Background: an optimization exercise with open tools, aiming at small area. Do not read the settings as production practice. The RTL was checked by simulation tests, not by an equivalence proof against the original design. Power and IR drop assume default switching activity.

File: design/flow/design.v
module bbm_i2c_engine #(
    parameter integer T_I2C = 8
) (
    input  wire        clk,
    input  wire        rst,
    input  wire        req_valid,
    input  wire [15:0] req_word,
    output wire        req_ready,
    output wire        resp_valid,
    output wire [7:0]  resp_data,
    output reg         scl_oe,      
    output reg         sda_oe,      
    input  wire        sda_i        
);
    localparam [4:0] S_IDLE     = 5'd0,
                     S_DELAY    = 5'd1,
                     S_DONE     = 5'd2,
                     S_ST_RSDA  = 5'd3,
                     S_ST_RSCL  = 5'd4,
                     S_ST_LSDA  = 5'd5,
                     S_ST_LSCL  = 5'd6,
                     S_SP_LSDA  = 5'd7,
                     S_SP_RSCL  = 5'd8,
                     S_SP_RSDA  = 5'd9,
                     S_WR_BIT   = 5'd10,
                     S_WR_RSCL  = 5'd11,
                     S_WR_LSCL  = 5'd12,
                     S_WR_RSDA  = 5'd13,
                     S_WR_ARSCL = 5'd14,
                     S_WR_SAMP  = 5'd15,
                     S_WR_ALSCL = 5'd16,
                     S_RD_RSDA  = 5'd17,
                     S_RD_RSCL  = 5'd18,
                     S_RD_SAMP  = 5'd19,
                     S_RD_LSCL  = 5'd20,
                     S_RD_ACK   = 5'd21,
                     S_RD_ARSCL = 5'd22,
                     S_RD_ALSCL = 5'd23;
    localparam integer CW = $clog2(T_I2C + 1);
    localparam [CW-1:0] DLY_LOAD = T_I2C - 1;
    reg [4:0]    state;
    reg [4:0]    ret_state;
    reg [CW-1:0] dly_cnt;
    reg [7:0]    sh;
    reg [7:0]    acc;
    reg [2:0]    bit_cnt;
    reg          send_ack;
    wire accept = req_valid && req_ready && (req_word[15:12] == 4'h1);
    assign req_ready  = (state == S_IDLE);
    assign resp_valid = (state == S_DONE);
    assign resp_data  = acc;
    always @(posedge clk) begin
        if (rst) begin
            state     <= S_IDLE;
            ret_state <= S_IDLE;
            dly_cnt   <= {CW{1'b0}};
            sh        <= 8'h00;
            acc       <= 8'h00;
            bit_cnt   <= 3'd0;
            send_ack  <= 1'b0;
            scl_oe    <= 1'b0;
            sda_oe    <= 1'b0;
        end else begin
            case (state)
                S_IDLE: begin
                    if (accept) begin
                        case (req_word[9:8])
                            2'd0: state <= S_ST_RSDA;
                            2'd1: state <= S_SP_LSDA;
                            2'd2: begin
                                sh      <= req_word[7:0];
                                bit_cnt <= 3'd7;
                                state   <= S_WR_BIT;
                            end
                            default: begin
                                send_ack <= req_word[0];
                                state    <= S_RD_RSDA;
                            end
                        endcase
                    end
                end
                S_DELAY: begin
                    if (dly_cnt == 0)
                        state <= ret_state;
                    else
                        dly_cnt <= dly_cnt - 1'b1;
                end
                S_DONE: state <= S_IDLE;
                S_ST_RSDA: begin
                    sda_oe <= 1'b0;
                    state  <= S_ST_RSCL;
                end
                S_ST_RSCL: begin
                    scl_oe <= 1'b0;
                    go_delay(S_ST_LSDA);
                end
                S_ST_LSDA: begin
                    sda_oe <= 1'b1;
                    go_delay(S_ST_LSCL);
                end
                S_ST_LSCL: begin
                    scl_oe <= 1'b1;
                    go_delay(S_DONE);
                end
                S_SP_LSDA: begin
                    sda_oe <= 1'b1;
                    go_delay(S_SP_RSCL);
                end
                S_SP_RSCL: begin
                    scl_oe <= 1'b0;
                    go_delay(S_SP_RSDA);
                end
                S_SP_RSDA: begin
                    sda_oe <= 1'b0;
                    go_delay(S_DONE);
                end
                S_WR_BIT: begin
                    sda_oe <= ~sh[7];
                    go_delay(S_WR_RSCL);
                end
                S_WR_RSCL: begin
                    scl_oe <= 1'b0;
                    go_delay(S_WR_LSCL);
                end
                S_WR_LSCL: begin
                    scl_oe <= 1'b1;
                    sh     <= {sh[6:0], 1'b0};
                    if (bit_cnt == 3'd0) begin
                        go_delay(S_WR_RSDA);
                    end else begin
                        bit_cnt <= bit_cnt - 1'b1;
                        go_delay(S_WR_BIT);
                    end
                end
                S_WR_RSDA: begin
                    sda_oe <= 1'b0;
                    go_delay(S_WR_ARSCL);
                end
                S_WR_ARSCL: begin
                    scl_oe <= 1'b0;
                    state  <= S_WR_SAMP;
                end
                S_WR_SAMP: begin
                    acc <= {7'b0, sda_i};
                    go_delay(S_WR_ALSCL);
                end
                S_WR_ALSCL: begin
                    scl_oe <= 1'b1;
                    go_delay(S_DONE);
                end
                S_RD_RSDA: begin
                    sda_oe  <= 1'b0;
                    acc     <= 8'h00;
                    bit_cnt <= 3'd7;
                    go_delay(S_RD_RSCL);
                end
                S_RD_RSCL: begin
                    scl_oe <= 1'b0;
                    state  <= S_RD_SAMP;
                end
                S_RD_SAMP: begin
                    acc <= {acc[6:0], sda_i};
                    go_delay(S_RD_LSCL);
                end
                S_RD_LSCL: begin
                    scl_oe <= 1'b1;
                    if (bit_cnt == 3'd0) begin
                        go_delay(S_RD_ACK);
                    end else begin
                        bit_cnt <= bit_cnt - 1'b1;
                        go_delay(S_RD_RSCL);
                    end
                end
                S_RD_ACK: begin
                    sda_oe <= send_ack;
                    go_delay(S_RD_ARSCL);
                end
                S_RD_ARSCL: begin
                    scl_oe <= 1'b0;
                    go_delay(S_RD_ALSCL);
                end
                S_RD_ALSCL: begin
                    scl_oe <= 1'b1;
                    go_delay(S_DONE);
                end
                default: state <= S_IDLE;
            endcase
        end
    end
    task go_delay(input [4:0] next);
        begin
            ret_state <= next;
            dly_cnt   <= DLY_LOAD;
            state     <= S_DELAY;
        end
    endtask
endmodule
module bbm_spi_engine #(
    parameter integer T_SPI = 4
) (
    input  wire        clk,
    input  wire        rst,
    input  wire        req_valid,
    input  wire [15:0] req_word,
    output wire        req_ready,
    output wire        resp_valid,
    output wire [7:0]  resp_data,
    output reg         cs_n,
    output reg         sck,
    output reg         mosi,
    input  wire        miso
);
    localparam [3:0] S_IDLE    = 4'd0,
                     S_DELAY   = 4'd1,
                     S_DONE    = 4'd2,
                     S_CSA     = 4'd3,
                     S_CSD     = 4'd4,
                     S_WR_MOSI = 4'd5,
                     S_WR_SCK1 = 4'd6,
                     S_WR_SCK0 = 4'd7,
                     S_RD_SCK1 = 4'd8,
                     S_RD_SAMP = 4'd9,
                     S_RD_SCK0 = 4'd10;
    localparam integer CW = $clog2(T_SPI + 1);
    localparam [CW-1:0] DLY_LOAD = T_SPI - 1;
    reg [3:0]    state;
    reg [3:0]    ret_state;
    reg [CW-1:0] dly_cnt;
    reg [7:0]    sh;
    reg [7:0]    acc;
    reg [2:0]    bit_cnt;
    wire accept = req_valid && req_ready && (req_word[15:12] == 4'h2);
    assign req_ready  = (state == S_IDLE);
    assign resp_valid = (state == S_DONE);
    assign resp_data  = acc;
    always @(posedge clk) begin
        if (rst) begin
            state     <= S_IDLE;
            ret_state <= S_IDLE;
            dly_cnt   <= {CW{1'b0}};
            sh        <= 8'h00;
            acc       <= 8'h00;
            bit_cnt   <= 3'd0;
            cs_n      <= 1'b1;
            sck       <= 1'b0;
            mosi      <= 1'b0;
        end else begin
            case (state)
                S_IDLE: begin
                    if (accept) begin
                        case (req_word[9:8])
                            2'd0: state <= S_CSA;
                            2'd1: state <= S_CSD;
                            2'd2: begin
                                sh      <= req_word[7:0];
                                bit_cnt <= 3'd7;
                                state   <= S_WR_MOSI;
                            end
                            default: begin
                                acc     <= 8'h00;
                                bit_cnt <= 3'd7;
                                go_delay(S_RD_SCK1);
                            end
                        endcase
                    end
                end
                S_DELAY: begin
                    if (dly_cnt == 0)
                        state <= ret_state;
                    else
                        dly_cnt <= dly_cnt - 1'b1;
                end
                S_DONE: state <= S_IDLE;
                S_CSA: begin
                    cs_n  <= 1'b0;
                    state <= S_DONE;
                end
                S_CSD: begin
                    cs_n  <= 1'b1;
                    state <= S_DONE;
                end
                S_WR_MOSI: begin
                    mosi <= sh[7];
                    go_delay(S_WR_SCK1);
                end
                S_WR_SCK1: begin
                    sck <= 1'b1;
                    go_delay(S_WR_SCK0);
                end
                S_WR_SCK0: begin
                    sck <= 1'b0;
                    sh  <= {sh[6:0], 1'b0};
                    if (bit_cnt == 3'd0) begin
                        state <= S_DONE;
                    end else begin
                        bit_cnt <= bit_cnt - 1'b1;
                        state   <= S_WR_MOSI;
                    end
                end
                S_RD_SCK1: begin
                    sck <= 1'b1;
                    go_delay(S_RD_SAMP);
                end
                S_RD_SAMP: begin
                    acc   <= {acc[6:0], miso};
                    state <= S_RD_SCK0;
                end
                S_RD_SCK0: begin
                    sck <= 1'b0;
                    if (bit_cnt == 3'd0) begin
                        state <= S_DONE;
                    end else begin
                        bit_cnt <= bit_cnt - 1'b1;
                        go_delay(S_RD_SCK1);
                    end
                end
                default: state <= S_IDLE;
            endcase
        end
    end
    task go_delay(input [3:0] next);
        begin
            ret_state <= next;
            dly_cnt   <= DLY_LOAD;
            state     <= S_DELAY;
        end
    endtask
endmodule
module bbm_host_ctrl #(
    parameter integer T_SETTLE = 1000
) (
    input  wire        clk,
    input  wire        rst,
    input  wire        in_valid,
    input  wire [7:0]  in_data,
    output wire        in_ready,
    output reg         out_valid,
    output reg  [7:0]  out_data,
    input  wire        out_ready,
    output reg         req_valid,
    output reg  [15:0] req_word,
    input  wire        req_ready,
    input  wire        resp_valid,
    input  wire [7:0]  resp_data
);
    localparam [7:0] CH_I = 8'h49, CH_P = 8'h50, CH_R = 8'h52, CH_W = 8'h57, CH_K = 8'h4B;
    localparam [15:0] RQ_I2C_START = 16'h1000,
                      RQ_I2C_STOP  = 16'h1100,
                      RQ_I2C_WRITE = 16'h1200,
                      RQ_I2C_READ  = 16'h1300,
                      RQ_SPI_CSA   = 16'h2000,
                      RQ_SPI_CSD   = 16'h2100,
                      RQ_SPI_WRITE = 16'h2200,
                      RQ_SPI_READ  = 16'h2300;
    localparam [7:0] OP_WREN = 8'h06, OP_PP = 8'h02, OP_RDSR = 8'h05, OP_READ = 8'h03;
    localparam [5:0] H_CMD      = 6'd0,
                     H_OP       = 6'd1,
                     H_ALEN     = 6'd2,
                     H_DEV      = 6'd3,
                     H_AH       = 6'd4,
                     H_AL       = 6'd5,
                     H_LEN      = 6'd6,
                     H_REQ      = 6'd7,
                     H_RESP     = 6'd8,
                     H_PUT      = 6'd9,
                     I_START    = 6'd10,
                     I_ADDRW    = 6'd11,
                     I_AH       = 6'd12,
                     I_AL       = 6'd13,
                     IR_RSTART  = 6'd14,
                     IR_ADDRR   = 6'd15,
                     IR_READ    = 6'd16,
                     IR_PUT     = 6'd17,
                     IR_NEXT    = 6'd18,
                     IR_STOP    = 6'd19,
                     IW_DATA    = 6'd20,
                     IW_NEXT    = 6'd21,
                     IW_STOP    = 6'd22,
                     IW_SETTLE  = 6'd23,
                     IW_K       = 6'd24,
                     PW_CSA1    = 6'd25,
                     PW_WREN    = 6'd26,
                     PW_CSD1    = 6'd27,
                     PW_CSA2    = 6'd28,
                     PW_PP      = 6'd29,
                     PW_AH      = 6'd30,
                     PW_AL      = 6'd31,
                     PW_DATA    = 6'd32,
                     PW_NEXT    = 6'd33,
                     PW_CSD2    = 6'd34,
                     PP_CSA     = 6'd35,
                     PP_RDSR    = 6'd36,
                     PP_READ    = 6'd37,
                     PP_SAVE    = 6'd38,
                     PP_CSD     = 6'd39,
                     PP_CHECK   = 6'd40,
                     PP_K       = 6'd41,
                     PR_CSA     = 6'd42,
                     PR_CMD     = 6'd43,
                     PR_AH      = 6'd44,
                     PR_AL      = 6'd45,
                     PR_READ    = 6'd46,
                     PR_PUT     = 6'd47,
                     PR_NEXT    = 6'd48,
                     PR_CSD     = 6'd49;
    localparam integer SW = $clog2(T_SETTLE + 1);
    localparam [SW-1:0] SETTLE_LOAD = T_SETTLE - 1;
    reg [5:0]    state;
    reg [5:0]    ret_state;
    reg          is_spi;
    reg          is_read;
    reg          alen2;
    reg [7:0]    dev;
    reg [7:0]    addr_hi;
    reg [7:0]    addr_lo;
    reg [7:0]    count;
    reg [7:0]    resp_byte;
    reg [7:0]    status;
    reg [7:0]    put_byte;
    reg [SW-1:0] settle_cnt;
    assign in_ready = (state == H_CMD) || (state == H_OP) || (state == H_ALEN) ||
                      (state == H_DEV) || (state == H_AH) || (state == H_AL) ||
                      (state == H_LEN) || (state == IW_DATA) || (state == PW_DATA);
    wire in_take = in_valid && in_ready;
    always @(posedge clk) begin
        if (rst) begin
            state      <= H_CMD;
            ret_state  <= H_CMD;
            is_spi     <= 1'b0;
            is_read    <= 1'b0;
            alen2      <= 1'b0;
            dev        <= 8'h00;
            addr_hi    <= 8'h00;
            addr_lo    <= 8'h00;
            count      <= 8'h00;
            resp_byte  <= 8'h00;
            status     <= 8'h00;
            put_byte   <= 8'h00;
            settle_cnt <= {SW{1'b0}};
            req_valid  <= 1'b0;
            req_word   <= 16'h0000;
            out_valid  <= 1'b0;
            out_data   <= 8'h00;
        end else begin
            if (out_valid && out_ready)
                out_valid <= 1'b0;
            case (state)
                H_CMD: begin
                    if (in_take) begin
                        if (in_data == CH_I) begin
                            is_spi <= 1'b0;
                            state  <= H_OP;
                        end else if (in_data == CH_P) begin
                            is_spi <= 1'b1;
                            state  <= H_OP;
                        end
                    end
                end
                H_OP: begin
                    if (in_take) begin
                        if (in_data == CH_R) begin
                            is_read <= 1'b1;
                            state   <= is_spi ? H_AH : H_ALEN;
                        end else if (in_data == CH_W) begin
                            is_read <= 1'b0;
                            state   <= is_spi ? H_AH : H_ALEN;
                        end else begin
                            state <= H_CMD;
                        end
                    end
                end
                H_ALEN: begin
                    if (in_take) begin
                        if (in_data == 8'd1) begin
                            alen2 <= 1'b0;
                            state <= H_DEV;
                        end else if (in_data == 8'd2) begin
                            alen2 <= 1'b1;
                            state <= H_DEV;
                        end else begin
                            state <= H_CMD;
                        end
                    end
                end
                H_DEV: begin
                    if (in_take) begin
                        dev   <= in_data;
                        state <= H_AH;
                    end
                end
                H_AH: begin
                    if (in_take) begin
                        addr_hi <= in_data;
                        state   <= H_AL;
                    end
                end
                H_AL: begin
                    if (in_take) begin
                        addr_lo <= in_data;
                        state   <= H_LEN;
                    end
                end
                H_LEN: begin
                    if (in_take) begin
                        count <= in_data;
                        if (in_data == 8'd0)
                            state <= H_CMD;
                        else if (is_spi)
                            state <= is_read ? PR_CSA : PW_CSA1;
                        else
                            state <= I_START;
                    end
                end
                H_REQ: begin
                    if (req_ready) begin
                        req_valid <= 1'b0;
                        state     <= H_RESP;
                    end
                end
                H_RESP: begin
                    if (resp_valid) begin
                        resp_byte <= resp_data;
                        state     <= ret_state;
                    end
                end
                H_PUT: begin
                    if (!out_valid || out_ready) begin
                        out_data  <= put_byte;
                        out_valid <= 1'b1;
                        state     <= ret_state;
                    end
                end
                I_START: issue(RQ_I2C_START, I_ADDRW);
                I_ADDRW: issue(RQ_I2C_WRITE | {8'h00, dev & 8'hFE}, I_AH);
                I_AH: begin
                    if (alen2)
                        issue(RQ_I2C_WRITE | {8'h00, addr_hi}, I_AL);
                    else
                        state <= I_AL;
                end
                I_AL: issue(RQ_I2C_WRITE | {8'h00, addr_lo}, is_read ? IR_RSTART : IW_DATA);
                IR_RSTART: issue(RQ_I2C_START, IR_ADDRR);
                IR_ADDRR:  issue(RQ_I2C_WRITE | {8'h00, dev | 8'h01}, IR_READ);
                IR_READ:   issue(RQ_I2C_READ | {15'h0, count != 8'd1}, IR_PUT);
                IR_PUT:    put(resp_byte, IR_NEXT);
                IR_NEXT: begin
                    if (count == 8'd1) begin
                        state <= IR_STOP;
                    end else begin
                        count <= count - 1'b1;
                        state <= IR_READ;
                    end
                end
                IR_STOP: issue(RQ_I2C_STOP, H_CMD);
                IW_DATA: begin
                    if (in_take)
                        issue(RQ_I2C_WRITE | {8'h00, in_data}, IW_NEXT);
                end
                IW_NEXT: begin
                    if (count == 8'd1) begin
                        state <= IW_STOP;
                    end else begin
                        count <= count - 1'b1;
                        state <= IW_DATA;
                    end
                end
                IW_STOP: begin
                    settle_cnt <= SETTLE_LOAD;
                    issue(RQ_I2C_STOP, IW_SETTLE);
                end
                IW_SETTLE: begin
                    if (settle_cnt == 0)
                        state <= IW_K;
                    else
                        settle_cnt <= settle_cnt - 1'b1;
                end
                IW_K: put(CH_K, H_CMD);
                PW_CSA1: issue(RQ_SPI_CSA, PW_WREN);
                PW_WREN: issue(RQ_SPI_WRITE | {8'h00, OP_WREN}, PW_CSD1);
                PW_CSD1: issue(RQ_SPI_CSD, PW_CSA2);
                PW_CSA2: issue(RQ_SPI_CSA, PW_PP);
                PW_PP:   issue(RQ_SPI_WRITE | {8'h00, OP_PP}, PW_AH);
                PW_AH:   issue(RQ_SPI_WRITE | {8'h00, addr_hi}, PW_AL);
                PW_AL:   issue(RQ_SPI_WRITE | {8'h00, addr_lo}, PW_DATA);
                PW_DATA: begin
                    if (in_take)
                        issue(RQ_SPI_WRITE | {8'h00, in_data}, PW_NEXT);
                end
                PW_NEXT: begin
                    if (count == 8'd1) begin
                        state <= PW_CSD2;
                    end else begin
                        count <= count - 1'b1;
                        state <= PW_DATA;
                    end
                end
                PW_CSD2: issue(RQ_SPI_CSD, PP_CSA);
                PP_CSA:  issue(RQ_SPI_CSA, PP_RDSR);
                PP_RDSR: issue(RQ_SPI_WRITE | {8'h00, OP_RDSR}, PP_READ);
                PP_READ: issue(RQ_SPI_READ, PP_SAVE);
                PP_SAVE: begin
                    status <= resp_byte;
                    state  <= PP_CSD;
                end
                PP_CSD:  issue(RQ_SPI_CSD, PP_CHECK);
                PP_CHECK: begin
                    if (status[0])
                        state <= PP_CSA;
                    else
                        state <= PP_K;
                end
                PP_K: put(CH_K, H_CMD);
                PR_CSA:  issue(RQ_SPI_CSA, PR_CMD);
                PR_CMD:  issue(RQ_SPI_WRITE | {8'h00, OP_READ}, PR_AH);
                PR_AH:   issue(RQ_SPI_WRITE | {8'h00, addr_hi}, PR_AL);
                PR_AL:   issue(RQ_SPI_WRITE | {8'h00, addr_lo}, PR_READ);
                PR_READ: issue(RQ_SPI_READ, PR_PUT);
                PR_PUT:  put(resp_byte, PR_NEXT);
                PR_NEXT: begin
                    if (count == 8'd1) begin
                        state <= PR_CSD;
                    end else begin
                        count <= count - 1'b1;
                        state <= PR_READ;
                    end
                end
                PR_CSD: issue(RQ_SPI_CSD, H_CMD);
                default: state <= H_CMD;
            endcase
        end
    end
    task issue(input [15:0] word, input [5:0] next);
        begin
            req_word  <= word;
            req_valid <= 1'b1;
            ret_state <= next;
            state     <= H_REQ;
        end
    endtask
    task put(input [7:0] b, input [5:0] next);
        begin
            put_byte  <= b;
            ret_state <= next;
            state     <= H_PUT;
        end
    endtask
endmodule
module bbm_bridge #(
    parameter integer T_I2C    = 8,
    parameter integer T_SPI    = 4,
    parameter integer T_SETTLE = 1000
) (
    input  wire       clk,
    input  wire       rst,
    input  wire       in_valid,
    input  wire [7:0] in_data,
    output wire       in_ready,
    output wire       out_valid,
    output wire [7:0] out_data,
    input  wire       out_ready,
    output wire       scl_oe,
    output wire       sda_oe,
    input  wire       sda_i,
    output wire       spi_cs_n,
    output wire       spi_sck,
    output wire       spi_mosi,
    input  wire       spi_miso
);
    wire        req_valid;
    wire [15:0] req_word;
    wire        i2c_ready, spi_ready;
    wire        i2c_resp_valid, spi_resp_valid;
    wire [7:0]  i2c_resp_data, spi_resp_data;
    wire        req_ready  = i2c_ready && spi_ready;
    wire        resp_valid = i2c_resp_valid || spi_resp_valid;
    wire [7:0]  resp_data  = i2c_resp_valid ? i2c_resp_data : spi_resp_data;
    bbm_host_ctrl #(.T_SETTLE(T_SETTLE)) u_ctrl (
        .clk        (clk),
        .rst        (rst),
        .in_valid   (in_valid),
        .in_data    (in_data),
        .in_ready   (in_ready),
        .out_valid  (out_valid),
        .out_data   (out_data),
        .out_ready  (out_ready),
        .req_valid  (req_valid),
        .req_word   (req_word),
        .req_ready  (req_ready),
        .resp_valid (resp_valid),
        .resp_data  (resp_data)
    );
    bbm_i2c_engine #(.T_I2C(T_I2C)) u_i2c (
        .clk        (clk),
        .rst        (rst),
        .req_valid  (req_valid),
        .req_word   (req_word),
        .req_ready  (i2c_ready),
        .resp_valid (i2c_resp_valid),
        .resp_data  (i2c_resp_data),
        .scl_oe     (scl_oe),
        .sda_oe     (sda_oe),
        .sda_i      (sda_i)
    );
    bbm_spi_engine #(.T_SPI(T_SPI)) u_spi (
        .clk        (clk),
        .rst        (rst),
        .req_valid  (req_valid),
        .req_word   (req_word),
        .req_ready  (spi_ready),
        .resp_valid (spi_resp_valid),
        .resp_data  (spi_resp_data),
        .cs_n       (spi_cs_n),
        .sck        (spi_sck),
        .mosi       (spi_mosi),
        .miso       (spi_miso)
    );
endmodule
File: design/flow/run.sh
#!/bin/bash
# synth_recipe.tcl (not shown) runs the flow's synth.tcl, then flattens the netlist and writes it again
# the make line also repeats each setting of config.mk as NAME=value (left out here)
make -C /OpenROAD-flow-scripts/flow DESIGN_CONFIG=/design/flow/config.mk WORK_HOME=/design/flow/orfs CLKGATE_MAP_FILE= SYNTH_SCRIPT=/design/flow/synth_recipe.tcl finish
File: design/flow/config.mk
export PLATFORM = sky130hd
export DESIGN_NAME = bbm_bridge
export DESIGN_NICKNAME = bbm_bridge
export VERILOG_FILES = /design/flow/design.v
export SDC_FILE = /design/flow/constraint.sdc
export NUM_CORES = 4
export LEC_CHECK = 0
export CAP_MARGIN = 20
export CORE_MARGIN = 2
export CORE_UTILIZATION = 40
export SLEW_MARGIN = 20
File: design/flow/constraint.sdc
create_clock -name core_clock -period 10.0 [get_ports {clk}]
set_input_delay 2.0000 -clock core_clock [delete_from_list [all_inputs] [get_ports {clk}]]
set_output_delay 2.0000 -clock core_clock [all_outputs]
set_load 0.01 [all_outputs]
==> notes.md <==
-- cell families (layout without fill, tap and decap cells) --
| logic type | after synthesis | in the layout | share of synthesized area |
|---|---|---|---|
| AOI/OAI and AO/OA | 334 | 334 | 0.2368 |
| xor gates and xnor gates | 19 | 19 | 0.01759 |
| adders and majority gates | 17 | 17 | 0.02249 |
| buffers and inverters | 118 | 104 | 0.05251 |
| DFF | 163 | 163 | 0.3450 |
| muxes | 73 | 73 | 0.07751 |
| and+or+nand+nor | 467 | 467 | 0.2481 |
-- sequential cells by signal, summed over array words and instances, names as in the netlist, 3 cells and up --
| name | flops |
|---|---|
| u_i2c.acc | 8 |
| u_ctrl.addr_lo | 8 |
| u_ctrl.addr_hi | 8 |
| u_i2c.ret_state | 5 |
| u_spi.ret_state | 3 |
| u_ctrl.resp_byte | 8 |
| u_ctrl.settle_cnt | 10 |
| u_ctrl.state | 6 |
| u_spi.dly_cnt | 3 |
| u_i2c.bit_cnt | 3 |
| u_spi.state | 4 |
| u_spi.bit_cnt | 3 |
| u_ctrl.count | 8 |
| u_spi.sh | 8 |
| u_ctrl.out_data | 8 |
| u_i2c.dly_cnt | 4 |
| u_ctrl.dev | 7 |
| u_ctrl.ret_state | 6 |
| u_i2c.state | 5 |
| u_ctrl.req_word | 12 |
| u_ctrl.put_byte | 8 |
| u_i2c.sh | 8 |
| u_spi.acc | 8 |
-- layout make-up --
| type | count | area, µm² | area share |
|---|---|---|---|
| repair buffers | 44 | 401.6 | 0.03825 |
| well taps | 319 | 399.1 | 0.03801 |
| multi-input cells | 910 | 5714 | 0.5441 |
| clock inverters | 15 | 191.4 | 0.01823 |
| clock buffers | 17 | 425.4 | 0.04051 |
| flip-flops and latches | 163 | 3264 | 0.3109 |
| inverters | 28 | 105.1 | 0.01001 |
-- worst min-delay path by stage --
stage                        startpoint             endpoint  slack, ps  cells past startpoint
finish                 u_spi.dly_cnt[0]     u_spi.dly_cnt[0]        470                      1
global route                u_spi.sh[0]          u_spi.sh[0]        500                      2
CTS                         u_i2c.sh[0]          u_i2c.sh[0]        480                      2
detailed placement          u_i2c.sh[0]          u_i2c.sh[0]        460                      2
global placement            u_i2c.sh[0]          u_i2c.sh[0]        460                      2
floorplan           u_ctrl.ret_state[4]  u_ctrl.ret_state[4]        440                      2
-- per-layer routing --
layer  vias to the layer above  routed length [µm]  track usage
li1                       4273                   -            -
met1                      4010               12460       0.2988
met2                       263               11180       0.3099
met3                        50                1422      0.03778
met4                         0                 667      0.07965
met5                         -                   0            0
-- stage by stage --
| step | util | instances | instance area, µm² | setup WS, ps |
|---|---|---|---|---|
| 2_1_floorplan | - | 1191 | 9459 | 6331 |
| 3_3_place_gp | 0.4225 | 1463 | 9858 | 5572 |
| 3_5_place_dp | 0.4228 | 1463 | 9864 | 5563 |
| 4_1_cts | 0.4492 | 1495 | 10480 | 5175 |
| 5_1_grt | 0.4501 | 1496 | 10500 | 4968 |
| 6_report | 0.4501 | 1496 | 10500 | 5153 |
-- cells in the mapped netlist, types with 9 or more instances --
cell type	count	area share
a211oi_1	33	0.026
a21oi_1	84	0.044
a221oi_1	9	0.0083
a22oi_1	26	0.021
a31oi_1	20	0.013
buf_1	9	0.0036
buf_2	16	0.0085
clkbuf_1	59	0.023
dfxtp_1	163	0.34
ha_1	17	0.022
inv_1	27	0.011
mux2i_1	71	0.075
nand2_1	75	0.030
nand2b_1	23	0.015
nand3_1	26	0.014
nor2_1	172	0.068
nor2b_1	32	0.021
nor3_1	45	0.024
o21ai_0	68	0.036
xor2_1	16	0.015
-- power by group through the flow --
stage | Sequential (W) | Clock (W) | Combinational, W
after floorplan | 0.000720 | 0 | 0.000411
after global placement | 0.000730 | 0 | 0.000529
after detailed placement | 0.000730 | 0 | 0.000528
after CTS | 0.000715 | 0.000696 | 0.000530
after global routing | 0.000720 | 0.000725 | 0.000593
final | 0.000715 | 0.000682 | 0.000545
-- worst max-delay path: cells and delay by family (launching register included) --
family                 cells  cell delay (ps)
buffers and inverters      2              830
AND/OR/NAND/NOR            3              890
AO/OA/AOI/OAI              1              370
flip-flops                 1              320
==> impl_metrics.py <==
metrics = {
    "synth": {
        "yosysWarnings": 3,
        "syn-num-nets": 1222,
        "avgSynthCellArea_um2": 7.942,
        "async_flop_share": 0,
        "synth_edf_count": 0,
        "ys_seq_elements": 163,
        "netlist_area_mm2": 0.009459,
        "synth.yosys.seq_area_share": 0.3450,
        "ys.flop_type": "dfxtp_1",
        "synthDistinctLibCells": 85,
        "syn_inst": 1191,
    },
    "clocking": {
        "clock-root-buffer": "clkbuf_16",
        "clock_latency_ps": 440,
        "clock-sinks": 163,
        "cts_tree": "done",
        "ctsResizeCount": 0,
        "cts_hold_buffers": 0,
        "cts.reportedPaths.clkPinSlew_ps": 80,
        "htree_levels": 4,
        "cts.path.max_buffers": 2,
        "post_cts_buffers": 0,
        "cts_buffers": 17,
    },
    "placed_design": {
        "gp_congestion": 0.8985,
        "hpwl_um": 17380,
        "port_buffers": 28,
    },
    "routing": {
        "first_pass_iters": 5,
        "route.detailed.drc": 0,
        "wl_per_cell_um": 17.20,
        "dr.first_iter.drc_count": 1004,
        "vias_per_cell": 5.746,
        "final_antenna_net_count": 0,
        "finalWirelength_um": 25730,
        "dr_total_vias": 8596,
    },
    "critical_path": {
        "worstPathArrival_ps": 2850,
        "r2r_start": "u_ctrl.state[4]",
        "crit_chain": "buf_4, nor2_1, nand2_1, o22ai_2, nor2b_1, clkdlybuf4s50_1",
        "critPathLaunch": "u_ctrl.state[0]",
        "critPathLaunchType": "flip-flop",
        "path_class": "flip-flop to primary output",
        "crit_slowest_cell": "clkdlybuf4s50_1",
        "critPathMaxStageDelay_ps": 540,
        "end_kind": "primary output",
        "regToRegEndpoint": "u_ctrl.count[3]",
        "cp.required_ps": 8000,
        "rrSetupSlack_ps": 6850,
        "endpoint": "in_ready",
        "path_max_fanout": 54,
        "ff2ff_path_depth": 7,
    },
    "power": {
        "swShare": 0.3727,
        "p_total_w": 0.001941,
        "power.net_switching_w": 0.0007236,
        "pwr_density_cell_mw_per_mm2": 184.9,
        "power_leakage_nw": 3.871,
        "intPower_w": 0.001218,
        "pwr-share-seq": 0.368,
        "ir_drop_v": 0.0001395,
        "clkPwrFrac": 0.351,
        "comb_power_share": 0.281,
    },
    "sta": {
        "period_share": 0.4847,
        "min_period_ps": 4847,
        "fmax_mhz": 206.3,
        "rsz0062_at_grt": "false",
        "finClkSkew_ps": 19.17,
        "max_slew_margin": 0.3099,
        "setup_violations": 0,
        "setup_tns_ps": 0,
        "worstMarginPinSlew_ps": 1030,
        "finalHoldViolations": 0,
        "drv_slew": 0,
        "whs_ps": 473.9,
    },
    "die": {
        "dieHeight_um": 157.8,
        "num_rows": 56,
        "start_util": 0.4054,
        "die_area_mm2": 0.02489,
        "ios": 29,
        "coreArea_mm2": 0.02333,
        "die_w_um": 157.8,
    },
    "layout": {
        "final_cell_mix": "nor2_1, dfxtp_1, a21oi_1, nand2_1, mux2i_1",
        "syn2layout_area_growth_pct": 11.02,
        "layout-drive-gt1-share": 0.07392,
        "final_common_cell": "nor2_1",
        "nNetsFinal": 1195,
        "final.fill_count": 2352,
        "antenna_cells": 0,
    },
    "global_routing": {
        "grt_pass1_vias": 7857,
        "track_usage": 0.2088,
        "grt_pass1_wl_um": 41630,
        "grt_max_degree": 105,
        "antenna_found_initial": 0,
        "gr-total-overflow": 0,
    },
    "outcome": {
        "status": "timing/DRC/antenna clean",
    },
    "hold_path": {
        "hold_path.class": "flip-flop to flip-flop",
    },
    "flow_run": {
        "cap_violations": 0,
    },
}

[what the ideal ports hide]
The results above use ideal ports. As a check the final layout listed here was re-extracted and re-timed, cells and wires unchanged. Step 1, drivers: a clkbuf_16 drives clk and a buf_2 each remaining input, both assumed. Step 2 also shifts input and output timing later by t, the mid clock arrival at the registers, as if the neighbouring blocks saw the same clock. Three values: ideal ports, drivers, drivers and shift; two values: the first two.
t (ns): 0.481
slack for setup (ns): 5.153 / 5.106 / 5.552
worst register clock-pin slew, ns: 0.08 / 0.08
worst data-port slew with drivers (ns): 0.03
cell pins on the clock port's net: 1
After both steps setup and hold are still met in this run. The setup slack of this run moves by -0.047 ns with the drivers and by +0.399 ns with both steps.
